Source: an optimization exercise on an open RTL-to-GDS flow (aim: small area, a short achievable clock period and few clock cycles). Production flows keep margins and buffers that such runs may drop.
Where RTL was checked, it was by simulation tests only, not by an equivalence proof against the original.
Only the layout flow was run in runs 1 and 2; the RTL was not checked for function there.
Power and IR drop assume default switching activity.

==> design/flow/design.v <==
module scc_lnkdec (
    input  wire        clk,
    input  wire        rst,
    input  wire        start,
    input  wire        use_crc,
    input  wire [31:0] rxlen,
    input  wire [31:0] explen,
    output wire        ready,
    output wire        done,
    output wire [31:0] nvalid,
    output wire [31:0] ninvalid,
    output wire [31:0] reclen,
    input  wire        in_valid,
    output wire        in_ready,
    input  wire [31:0] in_data,
    output wire        out_valid,
    input  wire        out_ready,
    output wire [31:0] out_data,
    output wire        vm_valid,
    input  wire        vm_ready,
    output wire [31:0] vm_data
);
    function [3:0] ham_dec(input [6:0] c);
        reg [2:0] s;
        reg [3:0] f;
        begin
            s[2] = c[6] ^ c[5] ^ c[3] ^ c[2];    
            s[1] = c[6] ^ c[4] ^ c[3] ^ c[1];    
            s[0] = c[5] ^ c[4] ^ c[3] ^ c[0];    
            case (s)
                3'd6:    f = 4'b1000;            
                3'd5:    f = 4'b0100;            
                3'd3:    f = 4'b0010;            
                3'd7:    f = 4'b0001;            
                default: f = 4'b0000;            
            endcase
            ham_dec = c[6:3] ^ f;
        end
    endfunction
    function [2:0] crc_rem(input [15:0] v);
        integer i;
        reg [15:0] w;
        begin
            w = v;
            for (i = 15; i >= 3; i = i - 1)
                if (w[i])
                    w[i -: 4] = w[i -: 4] ^ 4'b1011;
            crc_rem = w[2:0];
        end
    endfunction
    reg         busy;
    reg         ready_r;
    reg         done_r;
    reg         mode_crc;
    reg  [26:0] whi;          
    reg  [4:0]  wtl;          
    reg         wtl_p;        
    reg         more;         
    reg         lastw;        
    reg         in_rdy;
    reg  [5:0]  lft;          
    reg  [2:0]  ph;           
    reg  [34:0] aln;          
    reg  [2:0]  anc;          
    reg         av;
    reg  [11:0] pnd;          
    reg  [1:0]  pn;
    reg  [13:0] qd [0:3];     
    reg  [2:0]  qn;
    reg  [31:0] kk;           
    reg         kbig;         
    reg         hz;           
    reg  [31:0] acc;          
    reg  [4:0]  ao;           
    reg  [31:0] ow;
    reg         ov;
    reg  [31:0] vm_r;
    reg         vv;
    reg         fdone;        
    reg  [27:0] nvalid_r;     
    reg  [27:0] ninvalid_r;
    reg  [31:0] reclen_r;
    assign ready    = ready_r;
    assign done     = done_r;
    assign nvalid   = {4'd0, nvalid_r};
    assign ninvalid = {4'd0, ninvalid_r};
    assign reclen   = reclen_r;
    assign in_ready = in_rdy;
    assign out_valid = ov;
    assign out_data = ow;
    assign vm_valid = vv;
    assign vm_data  = vm_r;
    wire accept = start && ready_r;
    wire fire   = in_valid && in_rdy;
    wire in_end = !more && !av;               
    wire [40:0] s0x  = {lft, in_data, 3'b000};
    wire [40:0] s0sh = s0x >> ph;
    wire [5:0]  s0v  = (lastw && wtl_p) ? {1'b0, wtl} : 6'd32;
    wire [5:0]  s0t  = {3'b000, ph} + s0v;
    wire [2:0]  s0nc = (s0t >= 6'd35) ? 3'd5 : (s0t >= 6'd28) ? 3'd4 :
                       (s0t >= 6'd21) ? 3'd3 : (s0t >= 6'd14) ? 3'd2 :
                       (s0t >= 6'd7)  ? 3'd1 : 3'd0;
    wire [2:0]  ph_n = (ph >= 3'd3) ? ph - 3'd3 : ph + 3'd4;
    wire [3:0] n0 = ham_dec(aln[34:28]);
    wire [3:0] n1 = ham_dec(aln[27:21]);
    wire [3:0] n2 = ham_dec(aln[20:14]);
    wire [3:0] n3 = ham_dec(aln[13:7]);
    wire [3:0] n4 = ham_dec(aln[6:0]);
    wire [19:0] nw = {n0, n1, n2, n3, n4};
    reg  [31:0] seq;
    always @* begin
        case (pn)
            2'd0: seq = {nw, 12'd0};
            2'd1: seq = {pnd[11:8], nw, 8'd0};
            2'd2: seq = {pnd[11:4], nw, 4'd0};
            default: seq = {pnd, nw};
        endcase
    end
    wire [3:0]  s1t   = {2'b00, pn} + {1'b0, anc};
    wire        pass0 = (crc_rem(seq[31:16]) == 3'd0);
    wire        pass1 = (crc_rem(seq[15:0]) == 3'd0);
    wire        h_pad = in_end && !hz;
    wire [4:0]  h_raw = av ? {anc, 2'b00} : 5'd20;
    wire        h_cut = !kbig && (kk[4:0] < h_raw);
    wire [4:0]  h_len = h_cut ? kk[4:0] : h_raw;
    wire        h_fin = !kbig && (kk[4:0] <= h_raw);
    wire [19:0] h_dat = av ? (nw & ~(20'hfffff >> h_len)) : 20'd0;
    reg  [1:0]  s1m;          
    always @* begin
        if (mode_crc)
            s1m = (s1t >= 4'd8) ? 2'd2 : (s1t >= 4'd4) ? 2'd1 : 2'd0;
        else
            s1m = hz ? 2'd0 : 2'd2;
    end
    wire        s1room = (s1m == 2'd2) ? !qn[2] && !(qn[1] && qn[0]) :
                         (s1m == 2'd1) ? !qn[2] : 1'b1;
    wire        s1go  = av && s1room;
    wire        s1pad = busy && !mode_crc && h_pad && !qn[2] && !(qn[1] && qn[0]);
    wire        s1push = s1go || s1pad;
    wire [13:0] slot0 = mode_crc ? {pass0, seq[31:19]} : {1'b0, h_dat[19:7]};
    wire [13:0] slot1 = mode_crc ? {pass1, seq[15:3]}  : {1'b0, h_dat[6:0], h_len, h_fin};
    wire [1:0]  s1n   = mode_crc ? (s1go ? s1m : 2'd0) : (s1push && !hz ? 2'd2 : 2'd0);
    wire [13:0] e0 = qd[0];
    wire [13:0] e1 = qd[1];
    wire        q1 = (qn != 3'd0);
    wire        q2 = qn[2] | qn[1];
    wire        vm_ok = !vv || vm_ready;
    wire        ow_ok = !ov || out_ready;
    wire        a19 = (ao >= 5'd19);
    reg  [19:0] cd;           
    reg  [4:0]  cl;           
    reg         emit_vm;      
    reg         sel1;         
    reg  [1:0]  pop;
    reg  [1:0]  nfail;
    reg         fin;          
    reg         need_ow;
    always @* begin
        emit_vm = 1'b0; sel1 = 1'b0; pop = 2'd0; nfail = 2'd0;
        cd = 20'd0; cl = 5'd0; fin = 1'b0; need_ow = 1'b0;
        if (mode_crc) begin
            emit_vm = q1 && (e0[13] || (q2 && e1[13]));
            sel1    = !e0[13];
            pop     = !q1 ? 2'd0 : e0[13] ? 2'd1 : q2 ? 2'd2 : 2'd1;
            nfail   = !q1 ? 2'd0 : e0[13] ? 2'd0 : (q2 && !e1[13]) ? 2'd2 : 2'd1;
            cd      = emit_vm ? {sel1 ? e1[12:0] : e0[12:0], 7'd0} : 20'd0;
            cl      = emit_vm ? 5'd13 : 5'd0;
            fin     = in_end && (pop == 2'd0 ? !q1 : pop == 2'd1 ? !q2 :
                                 !qn[2] && !(qn[1] && qn[0]));
            need_ow = (emit_vm && a19) || (fin && (emit_vm || ao != 5'd0));
        end else begin
            pop     = q2 ? 2'd2 : 2'd0;
            cd      = q2 ? {e0[12:0], e1[12:6]} : 20'd0;
            cl      = q2 ? e1[5:1] : 5'd0;
            fin     = q2 ? e1[0] : (hz && !q1);
            need_ow = ({1'b0, ao} + {1'b0, cl} >= 6'd32) || (fin && (ao != 5'd0 || cl != 5'd0));
        end
    end
    wire        s2go = busy && (!emit_vm || vm_ok) && (!need_ow || ow_ok);
    wire [5:0]  tot  = {1'b0, ao} + {1'b0, cl};
    wire [51:0] f    = {acc, 20'd0} | ({cd, 32'd0} >> ao);
    wire        h_borrow = (kk[4:0] < h_len);
    wire        kbig_n   = kbig && (!h_borrow || (kk[31:6] != 26'd0));
    wire        av_n   = fire || (av && !s1go);
    wire [1:0]  qp     = s2go ? pop : 2'd0;
    wire [2:0]  qr     = qn - {1'b0, qp};           
    wire [2:0]  qn_n   = qr + {1'b0, s1n};
    wire [31:0] k13    = kk + 32'd13;
    wire [31:0] k26    = kk + 32'd26;
    wire [27:0] ni1    = ninvalid_r + 28'd1;
    wire [27:0] ni2    = ninvalid_r + 28'd2;
    integer i;
    wire        more_n = fire ? !lastw : more;
    wire        ov_n   = (s2go && need_ow) || (ov && !out_ready);
    wire        vv_n   = (s2go && emit_vm) || (vv && !vm_ready);
    wire        fd_n   = fdone || (s2go && fin && !(tot[5] && tot[4:0] != 5'd0));
    always @(posedge clk) begin
        if (rst) begin
            busy       <= 1'b0;
            ready_r    <= 1'b1;
            done_r     <= 1'b0;
            more       <= 1'b0;
            lastw      <= 1'b0;
            in_rdy     <= 1'b0;
            av         <= 1'b0;
            qn         <= 3'd0;
            ao         <= 5'd0;
            ov         <= 1'b0;
            vv         <= 1'b0;
            fdone      <= 1'b1;
            nvalid_r   <= 28'd0;
            ninvalid_r <= 28'd0;
            reclen_r   <= 32'd0;
        end else begin
            done_r <= 1'b0;
            if (accept) begin
                busy       <= 1'b1;
                ready_r    <= 1'b0;
                mode_crc   <= use_crc;
                whi        <= rxlen[31:5];
                wtl        <= rxlen[4:0];
                wtl_p      <= (rxlen[4:0] != 5'd0);
                more       <= (rxlen != 32'd0);
                lastw      <= (rxlen[31:5] == 27'd0) ||
                              (rxlen[31:5] == 27'd1 && rxlen[4:0] == 5'd0);
                in_rdy     <= (rxlen != 32'd0);
                ph         <= 3'd0;
                pn         <= 2'd0;
                acc        <= 32'd0;
                kk         <= use_crc ? 32'd0 : explen;
                kbig       <= (explen[31:5] != 27'd0);
                hz         <= (explen == 32'd0);
                fdone      <= !use_crc && (explen == 32'd0);
                nvalid_r   <= 28'd0;
                ninvalid_r <= 28'd0;
                reclen_r   <= use_crc ? 32'd0 : explen;
            end
            if (fire) begin
                aln  <= s0sh[34:0];
                anc  <= s0nc;
                lft  <= in_data[5:0];
                ph   <= ph_n;
                if (whi != 27'd0) begin
                    whi <= whi - 27'd1;
                end else begin
                    wtl_p <= 1'b0;
                end
                more  <= !lastw;
                lastw <= (whi == 27'd2 && !wtl_p) || (whi == 27'd1 && wtl_p);
            end
            av <= av_n;
            if (busy)
                in_rdy <= more_n && (!av_n || !qn_n[2] && !(qn_n[1] && qn_n[0]));
            if (s1go && mode_crc) begin
                if (s1t >= 4'd8) begin
                    pn <= s1t[1:0];
                end else if (s1t >= 4'd4) begin
                    pnd <= seq[15:4];
                    pn  <= s1t[1:0];
                end else begin
                    pnd <= seq[31:20];
                    pn  <= s1t[1:0];
                end
            end
            for (i = 0; i < 4; i = i + 1) begin
                if (i < qr)
                    qd[i] <= (qp == 2'd2) ? qd[(i + 2) % 4] : (qp == 2'd1) ? qd[(i + 1) % 4] : qd[i];
                else if (i == qr && s1n != 2'd0)
                    qd[i] <= slot0;
                else if (i == qr + 1 && s1n == 2'd2)
                    qd[i] <= slot1;
            end
            if (!mode_crc && s1push && !hz) begin
                kk   <= kk - {27'd0, h_len};
                kbig <= kbig_n;
                hz   <= h_fin;
            end
            qn <= qn_n;
            if (ov && out_ready) ov <= 1'b0;
            if (vv && vm_ready)  vv <= 1'b0;
            if (s2go) begin
                if (emit_vm) begin
                    vm_r     <= sel1 ? k13 : kk;
                    vv       <= 1'b1;
                    nvalid_r <= nvalid_r + 28'd1;
                    reclen_r <= reclen_r + 32'd13;
                end
                if (nfail == 2'd2)
                    ninvalid_r <= ni2;
                else if (nfail == 2'd1)
                    ninvalid_r <= ni1;
                if (mode_crc && pop == 2'd2)
                    kk <= k26;
                else if (mode_crc && pop == 2'd1)
                    kk <= k13;
                fdone <= fd_n;
                if (tot[5]) begin
                    ow  <= f[51:20];
                    ov  <= 1'b1;
                    acc <= {f[19:0], 12'd0};
                    ao  <= tot[4:0];
                end else if (fin && tot != 6'd0) begin
                    ow  <= f[51:20];
                    ov  <= 1'b1;
                    acc <= 32'd0;
                    ao  <= 5'd0;
                end else begin
                    acc <= f[51:20];
                    ao  <= tot[4:0];
                end
            end
            if (busy && fd_n && !more_n && !av_n && !ov_n && !vv_n) begin
                busy    <= 1'b0;
                ready_r <= 1'b1;
                done_r  <= 1'b1;
            end
        end
    end
endmodule
==> design/flow/flow/run.sh <==
#!/bin/bash
# Standard layout, with timing repair aimed at a larger setup margin.
bash standard.sh SETUP_SLACK_MARGIN=6 finish > standard.log 2>&1
==> design/flow/standard.sh <==
#!/bin/bash
# synth_recipe.tcl (not shown) runs the flow's synth.tcl, then flattens the netlist and writes it again
# the make line also repeats each setting of config.mk as NAME=value (left out here)
make -C /OpenROAD-flow-scripts/flow DESIGN_CONFIG=/design/flow/config.mk WORK_HOME=/design/flow/orfs CLKGATE_MAP_FILE= SYNTH_SCRIPT=/design/flow/synth_recipe.tcl "${@:-finish}"
==> design/flow/config.mk <==
export PLATFORM = sky130hd
export DESIGN_NAME = scc_lnkdec
export DESIGN_NICKNAME = scc_lnkdec
export VERILOG_FILES = /design/flow/design.v
export SDC_FILE = /design/flow/constraint.sdc
export NUM_CORES = 4
export LEC_CHECK = 0
export CAP_MARGIN = 20
export CORE_MARGIN = 2
export CORE_UTILIZATION = 40
export PLACE_DENSITY = 0.6
export SETUP_SLACK_MARGIN = 5
export SLEW_MARGIN = 20
==> design/flow/constraint.sdc <==
create_clock -name core_clock -period 10.0 [get_ports {clk}]
set_input_delay 2.0000 -clock core_clock [delete_from_list [all_inputs] [get_ports {clk}]]
set_output_delay 2.0000 -clock core_clock [all_outputs]
set_load 0.01 [all_outputs]
==> results.cfg, run 1 <==
[yosys]
syn-cell-area_um2 = 27800
synth-seq-cells = 387
yosysWarnings = 2
ys.flop_type = edfxtp_1
synth-edff-count = 281
synthArstFlopShare_pct = 0
ys_types = 95
synthCells = 3234
avgSynthCellArea_um2 = 8.59
ys_seq_area_share_pct = 38.0

[worst_setup_path]
end_kind = flip-flop
cp-start-kind = flip-flop
reg2reg_depth = 22
worst_r2r_endpoint = qd[0][3]$_DFFE_PP_
path_max_fanout = 7
startpoint = qn[2]$_SDFF_PP0_
arrival_ps = 4940
critPathKind = flip-flop to flip-flop
r2r_setup_slack_ps = 5380
r2r_start = qn[2]$_SDFF_PP0_
worst_ep_required_time_ps = 10320

[timing]
hold_viol = 0
setup_ws_ps = 5380
min_period_ps = 4620
clock_skew_ps = 23.9
slew_violations = 0
setup_violations = 0
tns_ps = 0
slew_headroom_pct = 22.4
rsz0062_at_grt = true
fin_crit_sh_pct = 46.2
worst_pin_slew_ps = 1160
fmax_ghz = 0.217

[global_route]
overflow = 0
grt_pass1_wl_um = 154000
grt_pass1_vias = 26000
antenna_found_initial = 3
grt_max_degree = 64
track_usage_pct = 27.2

[die]
fp.dieH_um = 267
core-area_um2 = 68700
row_count = 96
die-area_um2 = 71500
io_pins = 268
start_util_pct = 40.4
dieWidth_um = 267

[routing]
drc_errors = 0
first_pass_iters = 6
routedWlPerCell_um = 22.7
initialDrtViolationCount = 2761
drt-vias-per-instance = 6.17
wl_um = 101000
vias = 27500
ant_nets = 0

[placement]
dp_hpwl_um = 71000
port_buffers = 259
pre_cts_ws_ps = 3030
gp_congestion = 0.938
place_area_um2 = 31200

[cts]
insertion_delay_ps = 610
clk_pin_slew_ps = 70
cts_max_path_buffers = 3
cts-buffers-inserted = 47
cts_root_buffer = clkbuf_16
cts_num_sinks = 387
tritoncts = done
h-tree-depth = 2
cts-hold-fix-buffers = 0

[cells_and_area]
final_nets = 3619
drive_gt1_share_pct = 15.4
area_growth_pct = 26.0
final_util_pct = 50.9
fin_area_um2 = 35000

[status]
status = complete, no violations

[pwr]
leakagePower_nw = 12.1
cellPowerDensity_nw_per_um2 = 159
p_total_mw = 5.56
vdd.ir_drop.worst_mv = 0.117

[worst_hold_path]
hp-start = nvalid_r[27]$_SDFF_PP0_
holdPathEnd = nvalid_r[27]$_SDFF_PP0_
min-delay-path-class = flip-flop to flip-flop
hold_path_depth = 2

[run]
drv_cap = 0
-- metrics by stage --
step	hold slack (ps)	cells
after floorplan	480	3241
after global placement	479	4247
after detailed placement	483	4247
after CTS	491	4419
after global routing	541	4447
final	487	4447
-- worst max-delay path by stage --
| stage | cells past startpoint | slack, ps | endpoint |
|---|---|---|---|
| 6_report | 22 | 5380 | qd[0][3]$_DFFE_PP_ |
| 5_1_grt | 22 | 5270 | qd[1][11]$_DFFE_PP_ |
| 3_3_place_gp | 13 | 3160 | qd[0][5]$_DFFE_PP_ |
| 2_1_floorplan | 23 | 5040 | qd[2][0]$_DFFE_PP_ |
| 3_5_place_dp | 13 | 3030 | qd[0][9]$_DFFE_PP_ |
| 4_1_cts | 21 | 5490 | qd[1][3]$_DFFE_PP_ |
-- state kept, by name, indices dropped and copies added, names as in the netlist, 12 cells and up --
| signal | flops |
|---|---|
| vm_r | 32 |
| acc | 32 |
| kk | 32 |
| aln | 35 |
| reclen_r | 32 |
| ow | 32 |
| pnd | 12 |
| qd | 56 |
| ninvalid_r | 28 |
| whi | 27 |
| nvalid_r | 28 |
-- cells by family (layout without fill, tap and decap cells) --
kind of cell               count (synthesis)  after routing  share of synthesized area, %
other                                      2             11                        0.0270
xor gates and xnor gates                 140            140                          5.02
DFF                                      387            387                          38.0
AOI/OAI and AO/OA                        942            942                          21.9
buffers and inverters                    296            561                          4.25
muxes                                    204            204                          8.48
adders and majority gates                 43             43                          2.05
and+or+nand+nor                         1220           1228                          20.3
-- layout by cell type (no fill, tap or decap), types with 23 or more instances in the layout --
cell               n
nor2_1           328
nor2b_1           35
xnor2_1           58
clkdlybuf4s50_1  258
o21ai_0          193
inv_1             57
mux2i_1          126
nand2_1          325
ha_1              33
xor2_1            50
a31oi_1           31
dfxtp_1          103
a221o_1           28
o22ai_1           34
and3_1            51
clkbuf_16         50
nand4_1           30
nor3_1            87
mux2_2            55
nand3_1          125
nor4_1            28
o211ai_1          51
edfxtp_1         281
buf_4             99
a211oi_1          31
a21oi_1          252
a22oi_1           28
or3_1             37
o221ai_1          23
-- power breakdown --
group | switching, mW | internal [mW]
clock | 0.752 | 1.04
sequential | 0.160 | 1.90
combinational | 0.982 | 0.723
total | 1.89 | 3.66
-- final cells by class --
cell class | instances | area [um2]
Multi-Input combinational cell | 2566 | 17200
Tap cell | 931 | 1160
Inverter | 68 | 278
Fill cell | 6430 | 33700
Sequential cell | 387 | 10600
Clock inverter | 28 | 283
Antenna cell | 2 | 5.00
Clock buffer | 60 | 1320
Timing Repair Buffer | 404 | 4120
Timing Repair inverter | 1 | 5.00
-- routing by layer --
layer,vias up,global-route usage (%),share of wire (%)
li1,12600,-,-
met1,13400,37.5,43
met5,-,0,0.013
met3,216,3.34,7.0
met2,1237,44.1,47
met4,2,9.57,3.5
-- worst max-delay path, cell delays in order (launching register included) --
cell	delay, ps
dfxtp_4	350
or2_4	260
and2_4	170
ha_4	150
maj3_2	290
maj3_2	340
a21oi_2	180
nor4b_2	70
nor4_2	290
a21oi_2	100
a21oi_4	300
nand2_8	100
inv_12	60
ha_4	110
inv_2	30
fa_2	430
xnor2_4	190
nor2_4	170
buf_12	120
nand2_8	70
a211oi_4	280
buf_4	160
buf_12	110
-- cells in the mapped netlist, types with 9 or more instances --
cell type    n  share of area (%)
inv_1       62               0.84
nor4_1      29               0.65
a31oi_1     32               0.72
a2111oi_0   12               0.38
o21ai_0    224                4.0
or4_1       10               0.27
xnor2_2      9               0.53
nor2b_1     36               0.81
o22ai_1     37               0.83
and3_1      53                1.2
o21bai_1    19               0.51
mux2_2      55                2.2
nand4_1     30               0.68
nor2_1     355                4.8
a22o_1       9               0.28
edfxtp_1   281                 30
a32o_1      13               0.47
buf_4       12               0.32
ha_1        36                1.6
a21o_1      18               0.49
nor3_1      92                1.7
mux2i_1    129                4.7
nand2_1    361                4.9
nand3_1    132                2.4
or2_2       15               0.34
xor2_1      58                1.8
o31ai_1     20               0.54
xnor2_1     65                2.1
nand3b_1    14               0.38
a311oi_1    14               0.44
a211oi_1    34               0.92
a22oi_1     30               0.81
and2_1      19               0.43
clkbuf_1   182                2.5
or3_1       37               0.83
a221o_1     28                1.0
o221ai_1    28               0.88
o211ai_1    51                1.4
nand2b_1    23               0.52
dfxtp_1    106                7.6
a21oi_1    270                4.9
mux4_2      19                1.5
buf_1       25               0.34
-- what timing repair did --
item                                    4_1_cts  5_1_grt
gates cloned                                 14        2
setup buffers                                70       24
resized for setup                           183      116
pin swaps                                    41       20
endpoints found under the setup margin      384      294
==> run 2: changes to the inputs <==
==> design/flow/flow/run.sh (replaced) <==
#!/bin/bash
# Standard layout, with timing repair aimed at a larger setup margin.
bash standard.sh SETUP_SLACK_MARGIN=8 finish > standard.log 2>&1
==> run 2 against run 1 <==
Against the previous run: global-route usage increased by 7.0 points; clock power rose by 4%; routed wire length grew 36%; sequential share of layout area is 7.0 points lower; critical endpoint is now nvalid_r[4]$_SDFF_PP0_; clock-buffer cell count shrank 3; cell area is 34% higher; non-clock buffer count is 617 higher; largest cell class unchanged; clock skew rose by 27 ps.
==> results.cfg, run 2 <==
[worst_setup_path]
slowest_stage = a21oi_2
cp-start-kind = flip-flop
arrival_ps = 5250
path_max_fanout = 7
end_kind = flip-flop
worst_ep_required_time_ps = 10450
worst_path_most_repeated_cell = buf_6
critPathKind = flip-flop to flip-flop
crit_path_max_incr_delay_ps = 490

[placement]
gp_congestion = 0.944
port_buffers = 259
dp_hpwl_um = 72700
place_inst = 4236

[routing]
vias = 33000
routed.top_layer = met5
wl_met3_um = 16800
routedWlPerCell_um = 26.9
wl_um = 137000
first_pass_iters = 7
drc_errors = 0
initialDrtViolationCount = 4219
wl_met2_um = 60800
wl_met1_um = 49900
ant_nets = 0
drt-vias-per-instance = 6.49

[cells_and_area]
finalNonFillerCells = 5085
drive_gt1_share_pct = 50.1
final_nets = 4258
final_cell_mix = buf_4 (442), buf_6 (297), edfxtp_1 (281), nand2_1 (266), nor2_1 (252)
reg_top3 = qd (56), aln (35)
fill_cells = 4843
register_area_um2 = 10900
multi_input_area_um2 = 21900
final_common_cell = buf_4
area_growth_pct = 68.7
largest_reg_flops = 56
regMostFlops = qd

[yosys]
avgSynthCellArea_um2 = 8.59
synthCells = 3234
ys.flop_type = edfxtp_1
syn-cell-area_um2 = 27800
synth.largest_area_cell = edfxtp_1
yosysMostFrequentCell = nand2_1
ys_top_cells_by_area = edfxtp_1 (30%), dfxtp_1 (7.6%), nand2_1 (4.9%)
synth-seq-cells = 387
ys_top_cells_by_count = nand2_1 (361), nor2_1 (355), edfxtp_1 (281)
synthArstFlopShare_pct = 0
ys_seq_area_share_pct = 38.0
yosysWarnings = 2
synth-edff-count = 281
ys_types = 95
synth.top_cell.area_share_pct = 30.4

[timing]
rsz0062_at_grt = true
hold_viol = 0
tns_ps = 0
fmax_ghz = 0.208
clock_skew_ps = 51.0
slew_headroom_pct = 22.1
setup_violations = 0
worst_pin_slew_ps = 1170
fin_crit_sh_pct = 48.0
min_period_ps = 4800
slew_violations = 0

[die]
fp.dieH_um = 267
die-area_um2 = 71500
core-area_um2 = 68700
row_count = 96
dieWidth_um = 267
start_util_pct = 40.4
io_pins = 268

[global_route]
grt_pass1_wl_um = 189000
track_usage_pct = 34.2
grt_pass1_vias = 31000
grt_max_degree = 47
overflow = 0
antenna_found_initial = 4

[cts]
cts_root_buffer = clkbuf_16
clk_pin_slew_ps = 70
h-tree-depth = 2
tritoncts = done
insertion_delay_ps = 630
cts-buffers-inserted = 47
cts_num_sinks = 387
cts_max_path_buffers = 3

[run]
drv_cap = 0

[pwr]
cellPowerDensity_nw_per_um2 = 139
leakagePower_nw = 17.5
vdd.ir_drop.worst_mv = 0.125

[status]
status = complete, no violations

[worst_hold_path]
min-delay-path-class = flip-flop to flip-flop
## run 2: layout make-up
class | count | share of cell area, %
Antenna cell | 1 | 0.00534
Clock buffer | 57 | 2.68
Clock inverter | 31 | 0.785
Inverter | 68 | 0.660
Multi-Input combinational cell | 2587 | 46.8
Sequential cell | 387 | 23.2
Tap cell | 931 | 2.49
Timing Repair Buffer | 1021 | 23.3
Timing Repair inverter | 2 | 0.0267
## run 2: where the power goes
group | total (mW) | switching, mW | internal (mW)
Sequential | 2.04 | 0.154 | 1.88
Combinational | 2.62 | 1.42 | 1.19
Clock | 1.87 | 0.785 | 1.08
## run 2: cell families after synthesis
group | Yosys count | synth area share [%]
AND/OR/NAND/NOR | 1220 | 20.3
AO/OA/AOI/OAI | 942 | 21.9
flip-flops | 387 | 38.0
buffers and inverters | 296 | 4.25
multiplexers | 204 | 8.48
XOR/XNOR | 140 | 5.02
adder cells (fa/ha/maj) | 43 | 2.05
other | 2 | 0.0270
## run 2: critical path: cells and delay by family (launching register included)
kind            cells  cell delay [ps]
compound gates      5             1060
flops               1              340
simple gates        6              930
buf+inv            14             1500
fa+ha+maj           3              820
## run 2: metrics by stage
stage	setup WS (ps)	util [%]	instance area, um2	total power, mW	hold WS, ps
final	5200	68.2	46800	6.52	491
after global routing	5110	68.2	46800	6.70	507
after CTS	5570	62.2	42700	5.94	489
after detailed placement	2980	47.2	32400	3.46	458
after global placement	3090	47.2	32400	3.43	454
after floorplan	5100	-	30100	3.06	456
## run 2: final timing paths
kind / cells past startpoint / slack [ps] / endpoint / from
worst min register to register: 1 / 490 / nvalid_r[18]$_SDFF_PP0_ / nvalid_r[18]$_SDFF_PP0_
worst max register to register: 28 / 5200 / nvalid_r[4]$_SDFF_PP0_ / qn[2]$_SDFF_PP0_
worst max-delay path: 28 / 5200 / nvalid_r[4]$_SDFF_PP0_ / qn[2]$_SDFF_PP0_
worst min-delay path: 1 / 490 / nvalid_r[18]$_SDFF_PP0_ / nvalid_r[18]$_SDFF_PP0_
## run 2: routing by layer
layer	GRT usage, %	up-vias
met5	0	-
met4	16.4	10
li1	-	14000
met1	43.3	15900
met3	9.88	756
met2	53.7	2327
## run 2: repair_timing
| action | 4_1_cts | 5_1_grt |
|---|---|---|
| setup buffers | 499 | 179 |
| gates resized for setup | 1876 | 597 |
| pin swaps | 273 | 264 |
| gates cloned | 67 | 14 |
| hold buffers | 0 | 0 |
| setup endpoints to repair | 819 | 806 |
| endpoints found under the hold margin | 0 | 0 |
==> run 3: changes to the inputs <==
--- a/design/flow/design.v
+++ b/design/flow/design.v
@@ -67,5 +67,5 @@
     reg  [1:0]  pn;
     reg  [13:0] qd [0:3];     
-    reg  [2:0]  qn;
+    reg  [3:0]  qv;           
     reg  [31:0] kk;           
     reg         kbig;         
@@ -133,8 +133,7 @@
             s1m = hz ? 2'd0 : 2'd2;
     end
-    wire        s1room = (s1m == 2'd2) ? !qn[2] && !(qn[1] && qn[0]) :
-                         (s1m == 2'd1) ? !qn[2] : 1'b1;
+    wire        s1room = (s1m == 2'd2) ? !qv[2] : (s1m == 2'd1) ? !qv[3] : 1'b1;
     wire        s1go  = av && s1room;
-    wire        s1pad = busy && !mode_crc && h_pad && !qn[2] && !(qn[1] && qn[0]);
+    wire        s1pad = busy && !mode_crc && h_pad && !qv[2];
     wire        s1push = s1go || s1pad;
     wire [13:0] slot0 = mode_crc ? {pass0, seq[31:19]} : {1'b0, h_dat[19:7]};
@@ -143,6 +142,6 @@
     wire [13:0] e0 = qd[0];
     wire [13:0] e1 = qd[1];
-    wire        q1 = (qn != 3'd0);
-    wire        q2 = qn[2] | qn[1];
+    wire        q1 = qv[0];
+    wire        q2 = qv[1];
     wire        vm_ok = !vv || vm_ready;
     wire        ow_ok = !ov || out_ready;
@@ -166,6 +165,5 @@
             cd      = emit_vm ? {sel1 ? e1[12:0] : e0[12:0], 7'd0} : 20'd0;
             cl      = emit_vm ? 5'd13 : 5'd0;
-            fin     = in_end && (pop == 2'd0 ? !q1 : pop == 2'd1 ? !q2 :
-                                 !qn[2] && !(qn[1] && qn[0]));
+            fin     = in_end && (pop == 2'd0 ? !qv[0] : pop == 2'd1 ? !qv[1] : !qv[2]);
             need_ow = (emit_vm && a19) || (fin && (emit_vm || ao != 5'd0));
         end else begin
@@ -184,10 +182,16 @@
     wire        av_n   = fire || (av && !s1go);
     wire [1:0]  qp     = s2go ? pop : 2'd0;
-    wire [2:0]  qr     = qn - {1'b0, qp};           
-    wire [2:0]  qn_n   = qr + {1'b0, s1n};
+    wire [3:0]  qa     = (qp == 2'd2) ? {2'b00, qv[3:2]} :
+                         (qp == 2'd1) ? {1'b0, qv[3:1]} : qv;    
+    wire [3:0]  qw0    = ~qa & {qa[2:0], 1'b1};                  
+    wire [3:0]  qw1    = {qw0[2:0], 1'b0};                       
+    wire [3:0]  qv_n   = qa | ((s1n != 2'd0) ? qw0 : 4'd0) | ((s1n == 2'd2) ? qw1 : 4'd0);
     wire [31:0] k13    = kk + 32'd13;
     wire [31:0] k26    = kk + 32'd26;
     wire [27:0] ni1    = ninvalid_r + 28'd1;
     wire [27:0] ni2    = ninvalid_r + 28'd2;
+    wire [1:0]  pn_n   = (s1go && mode_crc) ? s1t[1:0] : pn;
+    wire [3:0]  t_n    = fire ? {2'b00, pn_n} + {1'b0, s0nc} : s1t;
+    wire [1:0]  m_n    = !mode_crc ? 2'd2 : (t_n >= 4'd8) ? 2'd2 : (t_n >= 4'd4) ? 2'd1 : 2'd0;
     integer i;
     wire        more_n = fire ? !lastw : more;
@@ -204,5 +208,5 @@
             in_rdy     <= 1'b0;
             av         <= 1'b0;
-            qn         <= 3'd0;
+            qv         <= 4'd0;
             ao         <= 5'd0;
             ov         <= 1'b0;
@@ -251,5 +255,5 @@
             av <= av_n;
             if (busy)
-                in_rdy <= more_n && (!av_n || !qn_n[2] && !(qn_n[1] && qn_n[0]));
+                in_rdy <= more_n && (!av_n || ((m_n == 2'd2) ? !qv_n[2] : (m_n == 2'd1) ? !qv_n[3] : 1'b1));
             if (s1go && mode_crc) begin
                 if (s1t >= 4'd8) begin
@@ -264,9 +268,9 @@
             end
             for (i = 0; i < 4; i = i + 1) begin
-                if (i < qr)
+                if (qa[i])
                     qd[i] <= (qp == 2'd2) ? qd[(i + 2) % 4] : (qp == 2'd1) ? qd[(i + 1) % 4] : qd[i];
-                else if (i == qr && s1n != 2'd0)
+                else if (qw0[i] && s1n != 2'd0)
                     qd[i] <= slot0;
-                else if (i == qr + 1 && s1n == 2'd2)
+                else if (qw1[i] && s1n == 2'd2)
                     qd[i] <= slot1;
             end
@@ -276,5 +280,5 @@
                 hz   <= h_fin;
             end
-            qn <= qn_n;
+            qv <= qv_n;
             if (ov && out_ready) ov <= 1'b0;
             if (vv && vm_ready)  vv <= 1'b0;
==> design/flow/flow/run.sh (replaced) <==
#!/bin/bash
# Standard layout, with timing repair aimed at a larger setup margin.
bash standard.sh SETUP_SLACK_MARGIN=6.5 finish > standard.log 2>&1
==> run 3 against run 2 <==
Against the previous run: still clean on timing, DRC and antenna; total power is 20% lower; combinational power is 43% lower; via count is 14% lower; final cell count is 9.5% lower; die area is 2.3% lower; sequential cell count is 1 higher; critical path depth is 15 lower; global-route usage is 6.2 points lower; clock-buffer cell count is 10 higher; worst setup slack better by 770 ps; critical path type unchanged; largest cell class unchanged.
==> results.cfg, run 3 <==
[status]
status = complete, no violations

[yosys]
ys_types = 95
synth-seq-cells = 388
ys_top_cells_by_area = edfxtp_1 (31%), dfxtp_1 (7.9%), nor2_1 (5.0%)
synth.largest_area_cell = edfxtp_1
yosysMostFrequentCell = nor2_1
synth.top_cell.area_share_pct = 31.1
ys_seq_area_share_pct = 39.0
synthCells = 3150
ys.flop_type = edfxtp_1
syn-cell-area_um2 = 27100
yosysWarnings = 2
avgSynthCellArea_um2 = 8.61
synth-edff-count = 281
ys_top_cells_by_count = nor2_1 (362), nand2_1 (349), edfxtp_1 (281)
synthArstFlopShare_pct = 0

[worst_setup_path]
cp-start-kind = flip-flop
reg2reg_depth = 13
slowest_stage = or4_4
crit_path_max_incr_delay_ps = 530
end_kind = flip-flop
cp_cell_sequence = xor2_4 -> xor2_2 -> or4_4 -> o221a_1 -> a222oi_1 -> a21bo_2 -> buf_6 -> a32o_2 -> a211oi_2 -> xor2_1 -> mux2_4 -> a31oi_4 -> o31ai_2
path_max_fanout = 4
arrival_ps = 4380
worst_ep_required_time_ps = 10350
critPathKind = flip-flop to flip-flop

[cts]
cts-buffers-inserted = 47
clk_pin_slew_ps = 60
insertion_delay_ps = 620
h-tree-depth = 2
cts-hold-fix-buffers = 0
cts_root_buffer = clkbuf_16
tritoncts = done
cts_num_sinks = 388
cts_max_path_buffers = 3

[routing]
ant_nets = 0
drc_errors = 0
vias = 28400
wl_um = 107000
initialDrtViolationCount = 3453
first_pass_iters = 6
drt-vias-per-instance = 6.17
routedWlPerCell_um = 23.2

[cells_and_area]
area_growth_pct = 43.1
regMostFlops = qd
fin_area_um2 = 38800
final_cell_mix = nor2_1 (312), nand2_1 (311), edfxtp_1 (281), buf_4 (259), a21oi_1 (196)
drive_gt1_share_pct = 28.4
final_common_cell = nor2_1
finalNonFillerCells = 4602
final_nets = 3826
reg_top3 = qd (56), aln (35)
largest_reg_flops = 56

[timing]
fin_crit_sh_pct = 40.3
fmax_ghz = 0.248
setup_violations = 0
clock_skew_ps = 36.4
hold_viol = 0
worst_pin_slew_ps = 1170
setup_ws_ps = 5970
tns_ps = 0
hold_ws_ps = 500
slew_violations = 0
slew_headroom_pct = 21.4
rsz0062_at_grt = true
min_period_ps = 4030

[die]
io_pins = 268
die-area_um2 = 69900
start_util_pct = 40.4
core-area_um2 = 67200
fp.dieH_um = 264
row_count = 95
dieWidth_um = 264

[pwr]
vdd.ir_drop.worst_mv = 0.114
cellPowerDensity_nw_per_um2 = 134
leakagePower_nw = 14.6

[global_route]
antenna_found_initial = 7
grt_pass1_vias = 26000
grt_pass1_wl_um = 155000
grt_max_degree = 82
overflow = 0
track_usage_pct = 28.0

[placement]
place_area_um2 = 30600
gp_congestion = 0.922
place_inst = 4117
port_buffers = 259
pre_cts_ws_ps = 4020
dp_hpwl_um = 69000

[run]
drv_cap = 0

[worst_hold_path]
hold_path_depth = 1
min-delay-path-class = flip-flop to flip-flop
## run 3: changes by cell type after synthesis, moves of 18 or more
cell / before / now
o22ai_1: 37 / 18
and2_1: 19 / 37
clkbuf_1: 182 / 161
mux2i_1: 129 / 78
a22o_1: 9 / 28
a21oi_1: 270 / 250
## run 3: critical path: cells and delay by family (launching register included)
family / cells / cell delay (ps)
DFF: 1 / 490
buffers and inverters: 1 / 140
muxes: 1 / 380
xor gates and xnor gates: 3 / 700
and+or+nand+nor: 1 / 530
AOI/OAI and AO/OA: 7 / 1550
## run 3: repair_timing
action	CTS	global route
gates cloned	20	20
setup buffers	205	146
pin swaps	77	195
resized for setup	478	476
endpoints found under the setup margin	628	379
## run 3: report_power, final
part	internal [mW]	switching, mW	total, mW
clock	0.997	0.741	1.74
sequential	1.84	0.116	1.96
combinational	0.670	0.820	1.49
total	3.51	1.68	5.19
## run 3: path summary, 6_finish.rpt
check                                          startpoint                   endpoint  slack (ps)
worst min register to register  ninvalid_r[18]$_SDFF_PP0_  ninvalid_r[18]$_SDFF_PP0_         500
worst max-delay path                    aln[27]$_DFFE_PP_        qd[1][13]$_DFFE_PP_        5970
worst max register to register          aln[27]$_DFFE_PP_        qd[1][13]$_DFFE_PP_        5970
worst min-delay path            ninvalid_r[18]$_SDFF_PP0_  ninvalid_r[18]$_SDFF_PP0_         500
## run 3: stage by stage
stage	total power, mW	util, %
3_5_place_dp	3.01	45.6
2_1_floorplan	2.68	-
6_report	5.19	57.8
5_1_grt	5.36	57.8
3_3_place_gp	2.98	45.5
4_1_cts	4.95	52.6
## run 3: cells by family (layout without fill, tap and decap cells)
| logic type | count (synthesis) | after routing | synth area share [%] |
|---|---|---|---|
| other cells | 2 | 16 | 0.0277 |
| simple gates | 1232 | 1247 | 21.2 |
| mux | 150 | 150 | 6.80 |
| compound gates | 911 | 913 | 21.7 |
| xor+xnor | 158 | 160 | 5.46 |
| flops | 388 | 388 | 39.0 |
| fa+ha+maj | 39 | 39 | 1.88 |
| buf+inv | 270 | 816 | 3.96 |
## run 3: layout make-up
type / count / area, um2
fillers: 5716 / 28400
multi-input cells: 2518 / 18700
flip-flops and latches: 388 / 10700
repair buffers: 662 / 6550
clock buffers: 67 / 1310
well taps: 873 / 1090
inverters: 66 / 270
clock inverters: 20 / 223
diodes: 7 / 17.5
repair inverters: 1 / 5.00
## run 3: routing by layer
layer / GRT usage (%) / vias up / part of all wire (%)
met5: 0 / - / 0.015
met4: 10.1 / 2 / 4.2
met3: 4.25 / 310 / 8.5
met2: 45.5 / 1523 / 47
met1: 37.9 / 13700 / 41
li1: - / 12900 / -
Testbench counts of run 3, summed over its fixed seeds: cycles 5,984.
==> run 4: changes to the inputs <==
==> design/flow/flow/run.sh (replaced) <==
#!/bin/bash
# Standard layout, with timing repair aimed at a larger setup margin.
bash standard.sh SETUP_SLACK_MARGIN=6 finish > standard.log 2>&1
==> run 4 against run 3 <==
Against the previous run: combinational power down 17%; maximum frequency is 0.79% higher; worst setup slack improved by 32 ps; largest cell class unchanged; highest routed layer unchanged.
==> results.cfg, run 4 <==
[status]
status = complete, no violations

[global_route]
grt_pass1_vias = 25400
grt_pass1_wl_um = 153000
overflow = 0
track_usage_pct = 27.7
grt_max_degree = 67
antenna_found_initial = 6

[cts]
cts-hold-fix-buffers = 0
cts_num_sinks = 388
clk_pin_slew_ps = 60
insertion_delay_ps = 620
cts_root_buffer = clkbuf_16
tritoncts = done
cts_max_path_buffers = 3
h-tree-depth = 2
cts-buffers-inserted = 48

[die]
fp.dieH_um = 264
core-area_um2 = 67200
start_util_pct = 40.4
die-area_um2 = 69900
io_pins = 268
row_count = 95
dieWidth_um = 264

[timing]
setup_violations = 0
fmax_ghz = 0.250
clock_skew_ps = 31.6
hold_viol = 0
tns_ps = 0
worst_pin_slew_ps = 1070
rsz0062_at_grt = true
slew_headroom_pct = 28.5
fin_crit_sh_pct = 40.0
slew_violations = 0
min_period_ps = 4000

[yosys]
synth.top_cell.area_share_pct = 31.1
ys_top_cells_by_area = edfxtp_1 (31%), dfxtp_1 (7.9%), nor2_1 (5.0%)
yosysWarnings = 2
ys_top_cells_by_count = nor2_1 (362), nand2_1 (349), edfxtp_1 (281)
synthArstFlopShare_pct = 0
ys_seq_area_share_pct = 39.0
synthCells = 3150
avgSynthCellArea_um2 = 8.61
ys.flop_type = edfxtp_1
synth-seq-cells = 388
ys_types = 95
synth.largest_area_cell = edfxtp_1
syn-cell-area_um2 = 27100
yosysMostFrequentCell = nor2_1
synth-edff-count = 281

[placement]
port_buffers = 259
dp_hpwl_um = 71500
place_inst = 4127
gp_congestion = 0.943

[routing]
wl_um = 101000
ant_nets = 0
first_pass_iters = 6
drt-vias-per-instance = 6.15
routedWlPerCell_um = 23.3
drc_errors = 0
vias = 26700
initialDrtViolationCount = 2827

[cells_and_area]
final_nets = 3578
final_common_cell = nor2_1
final_cell_mix = nor2_1 (343), nand2_1 (339), edfxtp_1 (281), clkdlybuf4s50_1 (256), a21oi_1 (234)
reg_top3 = qd (56), aln (35)
finalNonFillerCells = 4347
drive_gt1_share_pct = 15.1
largest_reg_flops = 56
regMostFlops = qd
area_growth_pct = 27.7

[pwr]
seqPwrFrac_pct = 39.1
leakagePower_nw = 12.3
vdd.ir_drop.worst_mv = 0.134
cellPowerDensity_nw_per_um2 = 145
p_total_mw = 5.01
p_comb_share_pct = 24.5
swShare_pct = 31.4
clkPwrFrac_pct = 36.4
switching_power_mw = 1.57
intPower_mw = 3.44

[worst_setup_path]
cp-start-kind = flip-flop
slowest_stage = a2111o_1
path_max_fanout = 7
cp_cell_sequence = and2_4 -> ha_4 -> a21o_1 -> a21o_1 -> a21o_1 -> a2111o_1 -> a31oi_4 -> buf_12 -> nand2_8 -> nor2_4 -> buf_6 -> buf_6 -> a21boi_4 -> or2_4 -> nand2b_4 -> a31oi_4 -> nor3_4 -> buf_6 -> buf_16
worst_ep_required_time_ps = 10310
arrival_ps = 4310
crit_path_max_incr_delay_ps = 500
end_kind = flip-flop
critPathKind = flip-flop to flip-flop

[run]
drv_cap = 0

[worst_hold_path]
min-delay-path-class = flip-flop to flip-flop
-- run 4: layout make-up --
cell class,instances,area [um2]
inverter,66,264
clock inverter,25,327
antenna,2,5.00
tap,873,1090
clock buffer,61,1270
fill,6123,32500
timing repair buffer,426,4190
sequential,388,10600
multi-input combinational,2506,16900
-- run 4: critical path: cells and delay by family (launching register included) --
kind / cells / cell delay (ps)
flip-flops: 1 / 470
buffers and inverters: 5 / 630
AND/OR/NAND/NOR: 6 / 980
adder cells (fa/ha/maj): 1 / 230
AO/OA/AOI/OAI: 7 / 1360
-- run 4: layer usage --
layer | global-route usage [%] | routed length (um) | up-vias
li1 | - | - | 12300
met5 | 0 | 55 | -
met4 | 9.63 | 3610 | 8
met3 | 5.12 | 8290 | 217
met1 | 37.5 | 42400 | 12900
met2 | 44.6 | 46700 | 1243
-- run 4: power by group through the flow --
stage               Clock, mW  Sequential [mW]  Combinational (mW)
CTS                      1.85             1.96                1.11
global route             1.91             1.97                1.32
floorplan                   0             1.92               0.737
detailed placement          0             1.99                1.02
finish                   1.82             1.96                1.23
global placement            0             1.99               0.997
-- run 4: worst paths after layout --
kind,start,endpoint,slack (ps),depth (start not counted)
max reg2reg,qd[1][2]$_DFFE_PP_,qd[3][2]$_DFFE_PP_,6000,19
min reg2reg,nvalid_r[27]$_SDFF_PP0_,nvalid_r[27]$_SDFF_PP0_,500,2
max,qd[1][2]$_DFFE_PP_,qd[3][2]$_DFFE_PP_,6000,19
min,nvalid_r[27]$_SDFF_PP0_,nvalid_r[27]$_SDFF_PP0_,500,2
-- run 4: kinds of logic (layout without fill, tap and decap cells) --
logic type	count (synthesis)	count (layout)	share of synthesized area, %
multiplexers	150	150	6.80
XOR/XNOR	158	158	5.46
buffers and inverters	270	578	3.96
AND/OR/NAND/NOR	1232	1238	21.2
AO/OA/AOI/OAI	911	912	21.7
other	2	11	0.0277
adder cells (fa/ha/maj)	39	39	1.88
flip-flops	388	388	39.0
-- run 4: timing repair --
action / 4_1_cts / 5_1_grt
pin swaps: 26 / 43
setup endpoints to repair: 339 / 288
resized for setup: 133 / 129
cloned: 10 / 0
buffers inserted: 60 / 62
-- run 4: through the flow --
step	worst slack, ps	hold WS [ps]	util [%]	area [um2]
floorplan	5780	490	-	27300
global placement	3680	478	45.3	30400
detailed placement	3590	490	45.4	30500
CTS	5800	501	49.7	33400
global route	5830	522	51.5	34600
finish	6000	504	51.5	34600
==> run 5: changes to the inputs <==
==> design/flow/run.sh (new file) <==
#!/bin/bash
# synth_recipe.tcl (not shown) runs the flow's synth.tcl, then flattens the netlist and writes it again
# the make line also repeats each setting of config.mk as NAME=value (left out here)
make -C /OpenROAD-flow-scripts/flow DESIGN_CONFIG=/design/flow/config.mk WORK_HOME=/design/flow/orfs CLKGATE_MAP_FILE= SYNTH_SCRIPT=/design/flow/synth_recipe.tcl finish
removed: design/flow/flow/run.sh
removed: design/flow/standard.sh
==> run 5 against run 4 <==
Against the previous run: clock power about the same; global-route usage down 2.4 points; highest routed layer unchanged; critical endpoint is now qd[2][0]$_DFFE_PP_; largest cell class unchanged; core utilization fell by 3.5 points; routed wire length decreased by 8.7%.
==> results.cfg, run 5 <==
[die]
core-area_um2 = 67200
fp.dieH_um = 264
start_util_pct = 40.4
row_count = 95
dieWidth_um = 264
io_pins = 268
die-area_um2 = 69900

[cts]
cts-hold-fix-buffers = 0
tritoncts = done
cts_num_sinks = 388
cts_max_path_buffers = 3
insertion_delay_ps = 590
cts_root_buffer = clkbuf_16
h-tree-depth = 2
cts-buffers-inserted = 47
clk_pin_slew_ps = 60

[timing]
slew_violations = 0
fin_crit_sh_pct = 49.3
fmax_ghz = 0.203
min_period_ps = 4930
hold_viol = 0
clock_skew_ps = 23.4
setup_violations = 0
tns_ps = 0
slew_headroom_pct = 29.1
rsz0062_at_grt = false
worst_pin_slew_ps = 1060

[placement]
gp_congestion = 0.956
place_area_um2 = 30400
dp_hpwl_um = 68300
port_buffers = 259
place_inst = 4125

[global_route]
track_usage_pct = 25.4
antenna_found_initial = 5
grt_pass1_wl_um = 142000
grt_util_met1_pct = 35.7
gr-usage-met2_pct = 40.2
grt_pass1_vias = 24200
grt_max_degree = 67
grtUsageMet3_pct = 3.71
overflow = 0
busiest_layer = met2

[yosys]
ys_top_cells_by_count = nor2_1 (362), nand2_1 (349), edfxtp_1 (281)
synth-seq-cells = 388
ys.flop_type = edfxtp_1
avgSynthCellArea_um2 = 8.61
syn-cell-area_um2 = 27100
synthCells = 3150
synth.top_cell.area_share_pct = 31.1
yosysWarnings = 2
ys_types = 95
synthArstFlopShare_pct = 0
yosysMostFrequentCell = nor2_1
ys_top_cells_by_area = edfxtp_1 (31%), dfxtp_1 (7.9%), nor2_1 (5.0%)
ys_seq_area_share_pct = 39.0
synth-edff-count = 281
synth.largest_area_cell = edfxtp_1

[pwr]
intPower_mw = 3.35
swShare_pct = 30.2
leakagePower_nw = 11.2
p_comb_share_pct = 21.7
cellPowerDensity_nw_per_um2 = 149
vdd.ir_drop.worst_mv = 0.114
switching_power_mw = 1.45
p_total_mw = 4.81
clkPwrFrac_pct = 37.6
seqPwrFrac_pct = 40.7

[cells_and_area]
largest_reg_flops = 56
multi_input_area_um2 = 15700
finalNonFillerCells = 4227
reg_top3 = qd (56), aln (35)
final_common_cell = nor2_1
register_area_um2 = 10600
fin_area_um2 = 32300
fill_cells = 6243
final_cell_mix = nor2_1 (354), nand2_1 (348), edfxtp_1 (281), clkdlybuf4s50_1 (258), a21oi_1 (247)
area_growth_pct = 19.1
regMostFlops = qd
final_nets = 3456
drive_gt1_share_pct = 8.12

[worst_setup_path]
path_buf_inv = 2
path_max_fanout = 37
crit_path_max_incr_delay_ps = 540
critPathKind = primary input to flip-flop
arrival_ps = 5210
cp_cell_sequence = clkdlybuf4s50_1 -> nand2b_1 -> o21ai_0 -> a31oi_4 -> buf_12 -> nand2_8 -> nor2_4 -> mux2_1 -> o21ai_4 -> nand3_1 -> a21oi_2 -> and2_4
slowest_stage = clkdlybuf4s50_1
cp-start-kind = primary input
worst_ep_required_time_ps = 10280
end_kind = flip-flop
critical_path.top_delay_family = simple AND/OR/NAND/NOR gates

[routing]
drt-vias-per-instance = 6.07
ant_nets = 0
initialDrtViolationCount = 2483
wl_um = 92300
drc_errors = 0
vias = 25700
first_pass_iters = 7
routedWlPerCell_um = 21.8

[status]
status = complete, no violations

[worst_hold_path]
min-delay-path-class = flip-flop to flip-flop

[run]
drv_cap = 0
-- run 5: repair_timing --
item	CTS	global route
endpoints found under the setup margin	118	115
cloned	1	2
resized for setup	23	24
setup buffers	4	6
pin swaps	4	0
-- run 5: final cells by class --
class | instances | share of cell area [%]
multi-input combinational | 2501 | 48.6
antenna | 3 | 0.0233
clock inverter | 30 | 1.09
sequential | 388 | 32.8
inverter | 66 | 0.802
clock buffer | 56 | 3.88
tap | 873 | 3.38
timing repair buffer | 310 | 9.40
-- run 5: worst reg2reg max path: stages (launching register included) --
cell        delay (ps)
edfxtp_1           330
buf_4              420
clkinvlp_4         540
nor3b_1            550
o21ai_0            190
nand2_1            140
a21oi_1            110
o21a_1             510
nor2_2             580
or2_4              300
nand2b_2           170
a31oi_2            330
nor3_4              90
buf_12             180
-- run 5: path summary, 6_finish.rpt --
check                            startpoint                         to  slack [ps]  cells after the start
setup / recovery                   vm_ready         qd[2][0]$_DFFE_PP_        5070                     12
hold / removal    ninvalid_r[27]$_SDFF_PP0_  ninvalid_r[27]$_SDFF_PP0_         500                      2
setup reg to reg         mode_crc$_DFFE_PP_         qd[3][7]$_DFFE_PP_        5320                     13
hold reg to reg   ninvalid_r[27]$_SDFF_PP0_  ninvalid_r[27]$_SDFF_PP0_         500                      2
-- run 5: metrics by stage --
stage          setup WS (ps)  utilization [%]  hold WS [ps]
2_1_floorplan           5090                -           490
3_3_place_gp            2990             45.2           478
3_5_place_dp            2880             45.2           486
4_1_cts                 4820             47.8           498
5_1_grt                 4990             48.1           528
6_report                5070             48.1           498
-- run 5: logic make-up (layout without fill, tap and decap cells) --
kind of cell    Yosys count  after routing  share of synthesized area, %
xor+xnor                158            158                          5.46
flops                   388            388                          39.0
mux                     150            150                          6.80
fa+ha+maj                39             39                          1.88
simple gates           1232           1233                          21.2
buf+inv                 270            462                          3.96
other cells               2             12                        0.0277
compound gates          911            912                          21.7
-- run 5: power by group through the flow --
| stage | registers, mW | logic, mW | clock network, mW |
|---|---|---|---|
| 3_5_place_dp | 1.99 | 1.01 | 0 |
| 5_1_grt | 1.97 | 1.14 | 1.89 |
| 2_1_floorplan | 1.92 | 0.730 | 0 |
| 3_3_place_gp | 1.98 | 0.980 | 0 |
| 4_1_cts | 1.95 | 1.01 | 1.84 |
| 6_report | 1.96 | 1.04 | 1.81 |
-- run 5: per-layer routing --
metal	wire length, um	vias to the layer above	share of wire, %
met1	40900	12300	44
met5	31	-	0.034
met3	6700	151	7.3
met2	42200	1081	46
met4	2450	4	2.7
li1	-	12100	-
==> run 6: changes to the inputs <==
--- a/design/flow/design.v
+++ b/design/flow/design.v
@@ -61,5 +61,5 @@
     reg  [5:0]  lft;          
     reg  [2:0]  ph;           
-    reg  [34:0] aln;          
+    reg  [19:0] nw;           
     reg  [2:0]  anc;          
     reg         av;
@@ -102,10 +102,6 @@
                        (s0t >= 6'd7)  ? 3'd1 : 3'd0;
     wire [2:0]  ph_n = (ph >= 3'd3) ? ph - 3'd3 : ph + 3'd4;
-    wire [3:0] n0 = ham_dec(aln[34:28]);
-    wire [3:0] n1 = ham_dec(aln[27:21]);
-    wire [3:0] n2 = ham_dec(aln[20:14]);
-    wire [3:0] n3 = ham_dec(aln[13:7]);
-    wire [3:0] n4 = ham_dec(aln[6:0]);
-    wire [19:0] nw = {n0, n1, n2, n3, n4};
+    wire [19:0] s0nw = {ham_dec(s0sh[34:28]), ham_dec(s0sh[27:21]), ham_dec(s0sh[20:14]),
+                        ham_dec(s0sh[13:7]), ham_dec(s0sh[6:0])};
     reg  [31:0] seq;
     always @* begin
@@ -178,6 +174,6 @@
     wire [5:0]  tot  = {1'b0, ao} + {1'b0, cl};
     wire [51:0] f    = {acc, 20'd0} | ({cd, 32'd0} >> ao);
-    wire        h_borrow = (kk[4:0] < h_len);
-    wire        kbig_n   = kbig && (!h_borrow || (kk[31:6] != 26'd0));
+    wire [31:0] h_sub    = kk - {27'd0, h_raw};
+    wire        kbig_n   = kbig && ((kk[4:0] >= h_raw) || (kk[31:6] != 26'd0));
     wire        av_n   = fire || (av && !s1go);
     wire [1:0]  qp     = s2go ? pop : 2'd0;
@@ -241,5 +237,5 @@
             end
             if (fire) begin
-                aln  <= s0sh[34:0];
+                nw   <= s0nw;
                 anc  <= s0nc;
                 lft  <= in_data[5:0];
@@ -276,5 +272,5 @@
             end
             if (!mode_crc && s1push && !hz) begin
-                kk   <= kk - {27'd0, h_len};
+                kk   <= h_sub;
                 kbig <= kbig_n;
                 hz   <= h_fin;
==> design/flow/flow/run.sh (new file) <==
#!/bin/bash
# Standard layout, with timing repair aimed at a larger setup margin.
bash standard.sh SETUP_SLACK_MARGIN=6.5 finish > standard.log 2>&1
==> design/flow/standard.sh (new file) <==
#!/bin/bash
# synth_recipe.tcl (not shown) runs the flow's synth.tcl, then flattens the netlist and writes it again
# the make line also repeats each setting of config.mk as NAME=value (left out here)
make -C /OpenROAD-flow-scripts/flow DESIGN_CONFIG=/design/flow/config.mk WORK_HOME=/design/flow/orfs CLKGATE_MAP_FILE= SYNTH_SCRIPT=/design/flow/synth_recipe.tcl "${@:-finish}"
--- a/design/flow/config.mk
+++ b/design/flow/config.mk
@@ -8,6 +8,6 @@
 export CAP_MARGIN = 20
 export CORE_MARGIN = 2
-export CORE_UTILIZATION = 40
-export PLACE_DENSITY = 0.6
+export CORE_UTILIZATION = 60
+export PLACE_DENSITY = 0.75
 export SETUP_SLACK_MARGIN = 5
 export SLEW_MARGIN = 20
removed: design/flow/run.sh
==> run 6 against run 5 <==
Against the previous run: core utilization up 29 points; final cell count down 8.1%; critical path type is now flip-flop to flip-flop; register-to-register slack better by 1000 ps; non-clock buffer count up 151; sequential share of layout area down 2.9 points; still clean on timing, DRC and antenna; worst setup slack better by 1300 ps.
==> results.cfg, run 6 <==
[worst_setup_path]
cp-start-kind = flip-flop
path_buf_inv = 4
arrival_ps = 3980
slowest_stage = edfxtp_1
critPathKind = flip-flop to flip-flop
crit_path_max_incr_delay_ps = 500
path_max_fanout = 7
cp_cell_sequence = and2_4 -> ha_4 -> a211o_1 -> a31oi_4 -> nor2_2 -> o31a_4 -> buf_4 -> o32a_2 -> buf_6 -> nor3_4 -> a21oi_2 -> nor3_4 -> buf_6 -> buf_16
critical_path.top_delay_family = compound AO/OA/AOI/OAI gates
worst_ep_required_time_ps = 10300
end_kind = flip-flop

[timing]
min_period_ps = 3670
worst_pin_slew_ps = 1320
slew_headroom_pct = 11.9
slew_violations = 0
clock_skew_ps = 19.3
setup_violations = 0
rsz0062_at_grt = true
hold_viol = 0
fin_crit_sh_pct = 36.7
fmax_ghz = 0.272
tns_ps = 0

[cells_and_area]
largest_reg_flops = 56
area_growth_pct = 27.6
fill_cells = 2951
fin_area_um2 = 34200
final_cell_mix = nand2_1 (288), edfxtp_1 (266), nor2_1 (242), o21ai_0 (170), a21oi_1 (163)
final_nets = 3398
drive_gt1_share_pct = 20.8
finalNonFillerCells = 3884
regMostFlops = qd
final_common_cell = nand2_1

[routing]
drc_errors = 0
first_pass_iters = 9
ant_nets = 0
wl_um = 98900
initialDrtViolationCount = 4176
drt-vias-per-instance = 7.15
routedWlPerCell_um = 25.5
vias = 27800

[yosys]
synth-edff-count = 266
avgSynthCellArea_um2 = 9.09
synth-seq-cells = 373
ys.flop_type = edfxtp_1
synthCells = 2945
ys_types = 99
yosysWarnings = 2
yosysMostFrequentCell = nand2_1
ys_seq_area_share_pct = 37.8
ys_top_cells_by_area = edfxtp_1 (30%), dfxtp_1 (8.0%), mux2i_1 (4.4%)
synth.top_cell.area_share_pct = 29.8
synthArstFlopShare_pct = 0
ys_top_cells_by_count = nand2_1 (299), edfxtp_1 (266), nor2_1 (261)
synth.largest_area_cell = edfxtp_1
syn-cell-area_um2 = 26800

[global_route]
grt_pass1_wl_um = 145000
track_usage_pct = 39.3
grt_max_degree = 68
overflow = 0
grt_pass1_vias = 25900
antenna_found_initial = 6

[placement]
port_buffers = 259
place_area_um2 = 30000
gp_congestion = 0.953
dp_hpwl_um = 61700
place_inst = 3625

[cts]
cts_root_buffer = clkbuf_16
clk_pin_slew_ps = 60
cts_max_path_buffers = 3
cts_num_sinks = 373
tritoncts = done
insertion_delay_ps = 590
cts-buffers-inserted = 42
h-tree-depth = 2

[status]
status = complete, no violations

[die]
dieWidth_um = 215
core-area_um2 = 44100
row_count = 77
fp.dieH_um = 215
start_util_pct = 60.7
io_pins = 268
die-area_um2 = 46300

[pwr]
leakagePower_nw = 12.8
vdd.ir_drop.worst_mv = 0.107
cellPowerDensity_nw_per_um2 = 133

[worst_hold_path]
min-delay-path-class = flip-flop to flip-flop

[run]
drv_cap = 0
-- run 6: cell count changes in the layout (fill, tap and decap cells not counted), moves of 21 or more --
cell / previous run / this run
xnor2_2: 4 / 25
clkbuf_2: 0 / 28
buf_4: 48 / 159
dfxtp_2: 3 / 38
nand2_1: 348 / 288
xor2_1: 74 / 53
mux4_2: 22 / 45
dlygate4sd2_1: 0 / 99
clkdlybuf4s50_1: 258 / 110
dfxtp_1: 104 / 63
nor2_1: 354 / 242
a21oi_1: 247 / 163
nor3_1: 101 / 63
o21ai_0: 220 / 170
-- run 6: metal layers --
layer	track usage [%]	share of wire (%)	vias to the layer above
li1	-	-	11900
met5	0	0.037	-
met3	9.74	13	530
met4	19.1	6.1	6
met2	61.6	45	2286
met1	51.0	36	13000
-- run 6: cells by family after synthesis --
family | synth area share, %
AOI/OAI and AO/OA | 20.8
xor gates and xnor gates | 5.37
adders and majority gates | 1.79
buffers and inverters | 4.25
DFF | 37.8
muxes | 10.8
other | 0.0140
and+or+nand+nor | 19.1
-- run 6: what timing repair did --
| action | 4_1_cts | 5_1_grt |
|---|---|---|
| setup buffers | 97 | 63 |
| endpoints found under the setup margin | 548 | 320 |
| hold buffers | 0 | 0 |
| pin swaps | 52 | 57 |
| resized for setup | 359 | 170 |
| cloned | 16 | 6 |
-- run 6: area by class of cell --
| type | count | area (um2) | area share (%) |
|---|---|---|---|
| multi-input combinational | 2311 | 17200 | 50.5 |
| timing repair buffer | 461 | 4360 | 12.7 |
| inverter | 68 | 297 | 0.868 |
| clock inverter | 19 | 173 | 0.505 |
| sequential | 373 | 10200 | 29.9 |
| clock buffer | 55 | 1130 | 3.31 |
| tap | 592 | 741 | 2.17 |
| timing repair inverter | 2 | 12.5 | 0.0366 |
| antenna | 3 | 7.51 | 0.0220 |
-- run 6: report_power, final --
group | switching [mW] | internal, mW
logic | 0.665 | 0.500
clock network | 0.663 | 0.872
registers | 0.0982 | 1.76
total | 1.43 | 3.13
-- run 6: path summary, 6_finish.rpt --
kind                        startpoint                         to  slack, ps  cells past startpoint
min          ninvalid_r[27]$_SDFF_PP0_  ninvalid_r[27]$_SDFF_PP0_        490                      1
max                 qd[1][4]$_DFFE_PP_         qd[3][0]$_DFFE_PP_       6330                     14
min reg2reg  ninvalid_r[27]$_SDFF_PP0_  ninvalid_r[27]$_SDFF_PP0_        490                      1
max reg2reg         qd[1][4]$_DFFE_PP_         qd[3][0]$_DFFE_PP_       6330                     14
-- run 6: stage by stage --
stage               hold slack [ps]  worst slack [ps]  total power [mW]  utilization (%)
finish                          495              6330              4.56             77.4
global route                    514              6280              4.68             77.4
CTS                             489              6460              4.40             75.2
detailed placement              488              4240              2.79             68.0
global placement                468              4520              2.75             68.0
floorplan                       483              5940              2.52                -
Testbench counts of run 6, summed over its fixed seeds: cycles 5,984.
==> run 7: changes to the inputs <==
==> design/flow/flow/run.sh (replaced) <==
#!/bin/bash
# Standard layout, with timing repair aimed at a larger setup margin.
bash standard.sh SETUP_SLACK_MARGIN=6 finish > standard.log 2>&1
--- a/design/flow/config.mk
+++ b/design/flow/config.mk
@@ -8,6 +8,6 @@
 export CAP_MARGIN = 20
 export CORE_MARGIN = 2
-export CORE_UTILIZATION = 60
-export PLACE_DENSITY = 0.75
+export CORE_UTILIZATION = 40
+export PLACE_DENSITY = 0.6
 export SETUP_SLACK_MARGIN = 5
 export SLEW_MARGIN = 20
==> run 7 against run 6 <==
Against the previous run: critical path depth is 4 lower; via count is 9.1% lower; combinational power is 21% lower; sequential cell count stayed put; worst hold slack worse by 10 ps; first-iteration DRC count is 33% lower; synthesized area stayed put; critical path type is now primary input to flip-flop; critical endpoint is now qd[2][13]$_DFFE_PP_; largest power group unchanged.
==> results.cfg, run 7 <==
[placement]
dp_hpwl_um = 68000
pre_cts_ws_ps = 4170
gp_congestion = 0.967
port_buffers = 259

[yosys]
yosysMostFrequentCell = nand2_1
synth.largest_area_cell = edfxtp_1
synth-seq-cells = 373
avgSynthCellArea_um2 = 9.09
synth.top_cell.area_share_pct = 29.8
yosysWarnings = 2
ys.flop_type = edfxtp_1
syn-cell-area_um2 = 26800
synthCells = 2945
synthArstFlopShare_pct = 0
synth-edff-count = 266
ys_top_cells_by_area = edfxtp_1 (30%), dfxtp_1 (8.0%), mux2i_1 (4.4%)
ys_top_cells_by_count = nand2_1 (299), edfxtp_1 (266), nor2_1 (261)

[die]
start_util_pct = 40.6
die-area_um2 = 69000
core-area_um2 = 66000
row_count = 94
fp.dieH_um = 263
dieWidth_um = 263

[cells_and_area]
regMostFlops = qd
final_common_cell = nand2_1
area_growth_pct = 20.7
final_nets = 3260
final_cell_mix = nand2_1 (294), edfxtp_1 (266), clkdlybuf4s50_1 (258), nor2_1 (255), o21ai_0 (174)
multi_input_area_um2 = 16100
largest_reg_flops = 56
register_area_um2 = 10100
drive_gt1_share_pct = 11.1
finalNonFillerCells = 4026
fill_cells = 6088

[timing]
tns_ps = 0
slew_headroom_pct = 21.7
setup_ws_ps = 6040
rsz0062_at_grt = true
fin_crit_sh_pct = 39.6
worst_pin_slew_ps = 1170
hold_viol = 0
clock_skew_ps = 36.9
setup_violations = 0

[cts]
clk_pin_slew_ps = 60
h-tree-depth = 2
cts_num_sinks = 373
tritoncts = done
cts-buffers-inserted = 45
cts_max_path_buffers = 3
cts_root_buffer = clkbuf_16

[pwr]
cellPowerDensity_nw_per_um2 = 140
p_total_mw = 4.53

[routing]
vias = 25300
routedWlPerCell_um = 23.4
initialDrtViolationCount = 2801
drt-vias-per-instance = 6.28
first_pass_iters = 6
wl_um = 94300

[worst_setup_path]
critical_path.top_delay_family = compound AO/OA/AOI/OAI gates
cp-start-kind = primary input
path_buf_inv = 3
arrival_ps = 4390
crit_path_max_incr_delay_ps = 450
end_kind = flip-flop
critPathKind = primary input to flip-flop

[global_route]
track_usage_pct = 26.1
grt_pass1_vias = 23800
antenna_found_initial = 7
grt_max_degree = 70

[worst_hold_path]
min-delay-path-class = flip-flop to flip-flop

[status]
status = complete, no violations
-- run 7: cells by family (layout without fill, tap and decap cells) --
logic type	Yosys count	count (layout)	synth area share (%)
xor+xnor	153	153	5.37
mux	224	224	10.8
fa+ha+maj	36	36	1.79
buf+inv	277	479	4.25
other cells	1	13	0.0140
flops	373	373	37.8
compound gates	821	822	20.8
simple gates	1060	1062	19.1
-- run 7: layout make-up --
cell class | instances | area share [%]
Inverter | 68 | 0.805
Antenna cell | 5 | 0.0387
Tap cell | 864 | 3.35
Sequential cell | 373 | 31.4
Timing Repair Buffer | 328 | 9.98
Multi-Input combinational cell | 2305 | 49.7
Clock inverter | 20 | 0.728
Clock buffer | 63 | 4.07
-- run 7: metal layers --
layer / part of all wire (%) / up-vias / global-route usage [%]
li1: - / 11600 / -
met1: 43 / 12200 / 36.1
met2: 45 / 1231 / 41.3
met3: 8.5 / 216 / 4.37
met4: 3.4 / 0 / 9.18
met5: 0 / - / 0
-- run 7: final timing paths --
check                           slack [ps]  depth (start not counted)                        end                       from
worst max register to register        6090                          9        qd[0][10]$_DFFE_PP_         ao[3]$_SDFFE_PP0N_
worst min-delay path                   480                          1  ninvalid_r[27]$_SDFF_PP0_  ninvalid_r[27]$_SDFF_PP0_
worst min register to register         480                          1  ninvalid_r[27]$_SDFF_PP0_  ninvalid_r[27]$_SDFF_PP0_
worst max-delay path                  6040                         10        qd[2][13]$_DFFE_PP_                   vm_ready
-- run 7: what timing repair did --
| item | CTS | global route |
|---|---|---|
| gates cloned | 1 | 2 |
| hold buffers | 0 | 0 |
| gates resized for setup | 47 | 46 |
| endpoints found under the setup margin | 337 | 248 |
| pin swaps | 6 | 6 |
| buffers inserted | 8 | 15 |
-- run 7: stage by stage --
stage | hold WS [ps] | instance area [um2] | utilization [%]
after floorplan | 483 | 26900 | -
final | 484 | 32300 | 49.0
after CTS | 483 | 31900 | 48.4
after detailed placement | 474 | 30100 | 45.5
after global placement | 465 | 30000 | 45.5
after global routing | 518 | 32300 | 49.0
-- run 7: power by group --
part | internal [mW] | switching (mW) | leakage, nW | total (mW)
registers | 1.76 | 0.107 | 3.36 | 1.87
clock network | 1.03 | 0.717 | 0.765 | 1.75
logic | 0.383 | 0.533 | 7.09 | 0.915

Setup slack of run 7, layout unchanged: 6.043 ns with ideal ports, 6.086 ns with driving cells assumed (clock clkbuf_16, inputs buf_2), 5.423 ns with port delays also shifted by the 0.663 ns mid clock arrival.
